This design comes from an exercise in tuning for small area, a short achievable clock period and few clock cycles per item on the open sky130 flow, not from production work. RTL that was checked went through simulation tests only; none was proved equivalent to the original. Power is estimated from default activity; no workload was simulated.

==> flow/design.v (excerpt) <==
module ssrb_raster (
    input  wire        clk,
    input  wire        rst,         
    input  wire        sp_valid,
    output wire        sp_ready,
    input  wire [31:0] sp_data,
    output reg         done,
    input  wire [3:0]  rd_col,
    input  wire [2:0]  rd_row,
    output wire [23:0] rd_pix
);
Settings: LEC_CHECK=0, CAP_MARGIN=20, CORE_MARGIN=2, CORE_UTILIZATION=70, CTS_CLUSTER_DIAMETER=50, CTS_CLUSTER_SIZE=30, PLACE_DENSITY=0.85, SLEW_MARGIN=20, SYNTH_HIERARCHICAL=1, SYNTH_MEMORY_MAX_BITS=16384, SYNTH_MINIMUM_KEEP_SIZE=0; clock period 15.0 ns.
run.sh (not shown) runs the stock make flow with config.mk's settings and CLKGATE_MAP_FILE= SYNTH_SCRIPT=/design/flow/synth_recipe.tcl, a recipe that flattens the netlist after the stock synthesis.
Change:
--- a/flow/design.v
+++ b/flow/design.v
@@ -278,46 +278,40 @@
                 end
                 ssrb_aoi222 u_a0 (.a1(rh[0]), .b1(dv[0]), .a2(rh[1]), .b2(dv[1]),
                                   .a3(rh[2]), .b3(dv[2]), .y(y[0]));
                 ssrb_aoi222 u_a1 (.a1(rh[3]), .b1(dv[3]), .a2(rh[4]), .b2(dv[4]),
                                   .a3(rh[5]), .b3(dv[5]), .y(y[1]));
                 ssrb_aoi22  u_a2 (.a1(rh[6]), .b1(dv[6]), .a2(rh[7]), .b2(dv[7]),
                                   .y(y[2]));
                 assign yp[8*gp + gb] = ~&y;
             end
         end
     endgenerate
-    reg  [7:0]  rd_lo, rd_hi;
+    wire [7:0]  rq;
     generate
         for (gb = 0; gb < 8; gb = gb + 1) begin : g_out
-            wire [2:0] zl, zh;
-            ssrb_aoi222 u_l0 (.a1(ph[0]),  .b1(yp[8*0 + gb]),  .a2(ph[1]),  .b2(yp[8*1 + gb]),
-                              .a3(ph[2]),  .b3(yp[8*2 + gb]),  .y(zl[0]));
-            ssrb_aoi222 u_l1 (.a1(ph[3]),  .b1(yp[8*3 + gb]),  .a2(ph[4]),  .b2(yp[8*4 + gb]),
-                              .a3(ph[5]),  .b3(yp[8*5 + gb]),  .y(zl[1]));
-            ssrb_aoi22  u_l2 (.a1(ph[6]),  .b1(yp[8*6 + gb]),  .a2(ph[7]),  .b2(yp[8*7 + gb]),
-                              .y(zl[2]));
-            ssrb_aoi222 u_h0 (.a1(ph[8]),  .b1(yp[8*8 + gb]),  .a2(ph[9]),  .b2(yp[8*9 + gb]),
-                              .a3(ph[10]), .b3(yp[8*10 + gb]), .y(zh[0]));
-            ssrb_aoi222 u_h1 (.a1(ph[11]), .b1(yp[8*11 + gb]), .a2(ph[12]), .b2(yp[8*12 + gb]),
-                              .a3(ph[13]), .b3(yp[8*13 + gb]), .y(zh[1]));
-            ssrb_aoi22  u_h2 (.a1(ph[14]), .b1(yp[8*14 + gb]), .a2(ph[15]), .b2(yp[8*15 + gb]),
-                              .y(zh[2]));
-            always @(posedge clk) begin
-                rd_lo[gb] <= ~&zl;
-                rd_hi[gb] <= ~&zh;
+            wire [5:0] z;
+            for (gp = 0; gp < 5; gp = gp + 1) begin : g_grp
+                ssrb_aoi222 u_b (.a1(ph[3*gp]),   .b1(yp[8*(3*gp) + gb]),
+                                 .a2(ph[3*gp+1]), .b2(yp[8*(3*gp+1) + gb]),
+                                 .a3(ph[3*gp+2]), .b3(yp[8*(3*gp+2) + gb]), .y(z[gp]));
             end
+            assign z[5] = ~(ph[15] & yp[8*15 + gb]);
+            assign rq[gb] = ~&z;
         end
     endgenerate
-    wire [7:0]  rd_q = rd_lo | rd_hi;
-    wire [7:0]  rd_s = ~(rd_lo | rd_hi);
+    reg  [7:0]  rd_q, rd_s;
+    always @(posedge clk) begin
+        rd_q <= rq;
+        rd_s <= ~rq;
+    end
     assign rd_pix = {HUE, rd_s, rd_q};
 endmodule
 module ssrb_aoi222 (
     input  wire a1, b1, a2, b2, a3, b3,
     output wire y
 );
     assign y = ~((a1 & b1) | (a2 & b2) | (a3 & b3));
 endmodule
 module ssrb_aoi22 (
     input  wire a1, b1, a2, b2,
     output wire y
=>
- setup slack loses 450 ps
- clock skew came out higher by 7.5 ps
- power came out lower by a few percent
- maximum frequency came out lower by a little under a tenth
- via count came out lower slightly
- wire length came out lower slightly
Function was not checked in any run of this note: the RTL went through the layout flow alone.

* * *

ssrb_raster, a different RTL version from the one above (not shown whole).
Size in the first run: about 3100 cells after synthesis, roughly 1100 flip-flops, about 0.036 mm^2 of cells after synthesis.
## ssrb_raster
module ssrb_raster (
    input  wire        clk,
    input  wire        rst,         
    input  wire        sp_valid,
    output wire        sp_ready,
    input  wire [31:0] sp_data,
    output reg         done,
    input  wire [3:0]  rd_col,
    input  wire [2:0]  rd_row,
    output wire [23:0] rd_pix
);
    localparam W   = 16;
    localparam H   = 8;
    localparam NB  = 2049;
    localparam [7:0] HUE = 8'h96;
    assign sp_ready = 1'b1;
    wire take = sp_valid;
    reg  [11:0] bin_cnt;
    wire [11:0] bin_nxt = {bin_cnt[10:0], bin_cnt[11] ^ bin_cnt[10] ^ bin_cnt[9] ^ bin_cnt[3]};
    wire        last = (bin_cnt == 12'h056);
    reg         hit;                
    always @(*) begin
        case (bin_cnt)
            12'h001, 12'h6d4, 12'ha66, 12'h228,
            12'ha82, 12'h171, 12'h539, 12'hd3e: hit = 1'b1;
            default: hit = 1'b0;
        endcase
    end
    reg  [2:0]  row;                
    reg  [2:0]  nrow;               
    reg         pend;               
    reg  [3:0]  off;                
    wire        ld = take && hit;
    localparam [1:0] S_IDLE = 2'd0, S_TST = 2'd1, S_SCL = 2'd2, S_SRC = 2'd3;
    reg  [1:0]  st;
    reg         f;                  
    reg  [7:0]  E;                  
    reg  [26:0] P;                  
    reg         sgn;                
    reg  [2:0]  d;                  
    reg  [5:0]  t;                  
    reg  [2:0]  cg, ce;             
    wire [2:0]  cg_n, ce_n;
    ssrb_intensity u_thr (.a(t), .E(E), .P(P), .cg(cg_n), .ce(ce_n));
    always @(posedge clk) begin
        cg <= cg_n;
        ce <= ce_n;
    end
    wire        ge  = cg[2] | (ce[2] & (cg[1] | (ce[1] & (cg[0] | ce[0]))));
    wire [5:0]  low = t & (~t + 6'd1);
    wire        tk  = ge && (t <= 6'd50);
  ...
Settings: LEC_CHECK=0, CAP_MARGIN=20, CORE_MARGIN=2, CORE_UTILIZATION=70, CTS_CLUSTER_DIAMETER=80, CTS_CLUSTER_SIZE=28, PLACE_DENSITY=0.85, SLEW_MARGIN=20, SYNTH_HIERARCHICAL=1, SYNTH_MEMORY_MAX_BITS=16384, SYNTH_MINIMUM_KEEP_SIZE=0; clock period 15.0 ns.
standard.sh (not shown) runs the stock make flow with config.mk's settings and CLKGATE_MAP_FILE= SYNTH_SCRIPT=/design/flow/synth_recipe.tcl, a recipe that flattens the netlist after the stock synthesis.
==> flow/flow/run.sh <==
#!/bin/bash
# Layout flow: the standard flow's own layout (standard.sh, all ORFS steps from the
# standard synthesis to finish) with one change to the port buffers.
# buffer_ports still gives every input and output port a buffer, a buf_8
# here; then, after global placement, flow/ports.tcl makes all of them but
# those of the read address inputs rd_row and rd_col, which fan out across
# the read port, buf_2 cells. make's full output goes to standard.log here.
set -euo pipefail
bash standard.sh "BUFFER_PORTS_ARGS=-buffer_cell sky130_fd_sc_hd__buf_8" \
    "POST_GLOBAL_PLACE_TCL=$PWD/flow/ports.tcl" finish > standard.log 2>&1
==> flow/flow/ports.tcl <==
# Port buffers. buffer_ports gave every input and output port a buf_8; after
# global placement, the buffers of all ports but the read address inputs
# rd_row and rd_col (which fan out across the read port) become buf_2.
set block [ord::get_db_block]
foreach bterm [$block getBTerms] {
  set name [$bterm getName]
  if {[string match "rd_row*" $name] || [string match "rd_col*" $name]} { continue }
  set net [$bterm getNet]
  if {$net == "NULL"} { continue }
  foreach iterm [$net getITerms] {
    set inst [$iterm getInst]
    set master [[$inst getMaster] getName]
    if {$master == "sky130_fd_sc_hd__buf_8"} {
      puts "port $name: [$inst getName] $master -> sky130_fd_sc_hd__buf_2"
      replace_cell [get_cells [$inst getName]] sky130_fd_sc_hd__buf_2
    }
  }
}
Testbench counts at the start, summed over its fixed seeds: cycles 524,560, columns 256.
Edit:
--- a/flow/design.v
+++ b/flow/design.v
@@ -123,27 +123,26 @@
     reg         hit;                
     always @(*) begin
         case (bin_cnt)
             12'h001, 12'h6d4, 12'ha66, 12'h228,
             12'ha82, 12'h171, 12'h539, 12'hd3e: hit = 1'b1;
             default: hit = 1'b0;
         endcase
     end
-    reg  [2:0]  row;                
     reg  [2:0]  nrow;               
     reg         pend;               
     reg  [3:0]  off;                
     wire        ld = take && hit;
     localparam [1:0] S_IDLE = 2'd0, S_TST = 2'd1, S_SCL = 2'd2, S_SRC = 2'd3;
     reg  [1:0]  st;
     reg         f;                  
     reg  [7:0]  E;                  
     reg  [26:0] P;                  
-    reg         sgn;                
+    reg         bad;                
     reg  [2:0]  d;                  
     reg  [5:0]  t;                  
     reg  [2:0]  cg, ce;             
     wire [2:0]  cg_n, ce_n;
     ssrb_intensity u_thr (.a(t), .E(E), .P(P), .cg(cg_n), .ce(ce_n));
     always @(posedge clk) begin
         cg <= cg_n;
         ce <= ce_n;
@@ -181,17 +180,17 @@
                 end
                 default: ;
             endcase
         end
     end
     always @(posedge clk) begin
         if (hit) begin
             E   <= sp_data[30:23];
-            sgn <= sp_data[31];
+            bad <= sp_data[31] || (sp_data[30:23] == 8'hff && sp_data[22:0] != 23'd0);
         end else if (st == S_SCL) begin
             E   <= E + {6'd0, nrm, !nrm} + 8'd2;
         end
         if (hit)
             P   <= {sp_data[22:0], 4'd0};
         else if (st == S_SCL)
             P   <= Pn;
     end
@@ -225,17 +224,16 @@
         case (d)
             3'd0:    base = 8'd0;
             3'd1:    base = 8'd51;
             3'd2:    base = 8'd102;
             3'd3:    base = 8'd153;
             default: base = 8'd204;
         endcase
     end
-    wire        bad = sgn || (d == 3'd5 && E == 8'd255 && P != 27'd0);
     wire [7:0]  qv  = bad ? 8'd0 : (d == 3'd5) ? 8'd255 : base + {2'd0, t};
     wire        ins = pend && (st == S_IDLE) && (off == W - 1);
     always @(posedge clk) begin
         if (rst) begin
             bin_cnt <= 12'h001;
             done    <= 1'b0;
             nrow    <= 3'd0;
             pend    <= 1'b0;
@@ -255,27 +253,24 @@
             if (ld) begin
                 nrow <= nrow + 3'd1;
                 pend <= 1'b1;
             end else if (ins) begin
                 pend <= 1'b0;
             end
         end
     end
-    always @(posedge clk)
-        if (hit)
-            row <= nrow;
     reg  [8*W*H-1:0] ring;          
     reg  [W-1:0]     vp;            
     integer r;
     genvar gi, gj;
     wire [8*H-1:0] rin;             
     generate
         for (gi = 0; gi < H; gi = gi + 1) begin : g_ins
-            wire wr  = ins && (row == gi);
+            wire wr  = ins && (nrow == ((gi + 1) & 7));
             wire wrn = !wr;
             for (gj = 0; gj < 8; gj = gj + 1) begin : g_ib
                 ssrb_ao22 u_m (.a1(wr), .b1(qv[gj]), .a2(wrn), .b2(ring[8*W*gi + 8*(W-1) + gj]),
                                .y(rin[8*gi + gj]));
             end
         end
     endgenerate
     always @(posedge clk) begin
Result: Wire length grows by 4.2%. Register-to-register slack gets worse by 120 ps. Global-route usage went up by 1.0 points. Worst setup slack got worse by 250 ps. Clock skew goes up by 7.4 ps. Die area barely changes. Power stays flat. Area after synthesis stays flat. Sequential share of layout area is lower by 0.36 points. Count of clock-buffer cells in the layout fell by 1.
For the second run of this note, only the layout was checked, not whether the RTL still works.

## separate check: timing with driven ports
How much do the figures lean on ideal ports? The routed layouts below were timed once more, with nothing changed but the port constraints.
Step 1 assumes that a clkbuf_16 drives the clock port and a buf_2 every other input.
Step 2 moves the port delays by t, midway between the first and last clock arrival at a register: inputs arrive t later, outputs are due t later. That takes back most of the time a late clock gives input paths.
Slacks: ideal / step 1 / step 2; pairs: ideal / step 1.
run	shift t [ns]	setup slack, ns	clock arrival spread, ns	worst data-port slew with drivers (ns)
the first run of note 1	0.694	9.469 / 9.477 / 8.783	0.052 / 0.052	0.06
the second run of note 1	0.677	9.017 / 9.055 / 8.378	0.058 / 0.057	0.06
the first run of note 2	0.689	10.474 / 10.414 / 9.794	0.041 / 0.042	0.05
the second run of note 2	0.694	10.221 / 10.215 / 9.521	0.043 / 0.044	0.08
After both steps setup and hold are still met in every run listed. For the second run of note 2, which loses most, drivers alone change the setup slack by -0.006 ns; drivers and shift together by -0.700 ns.
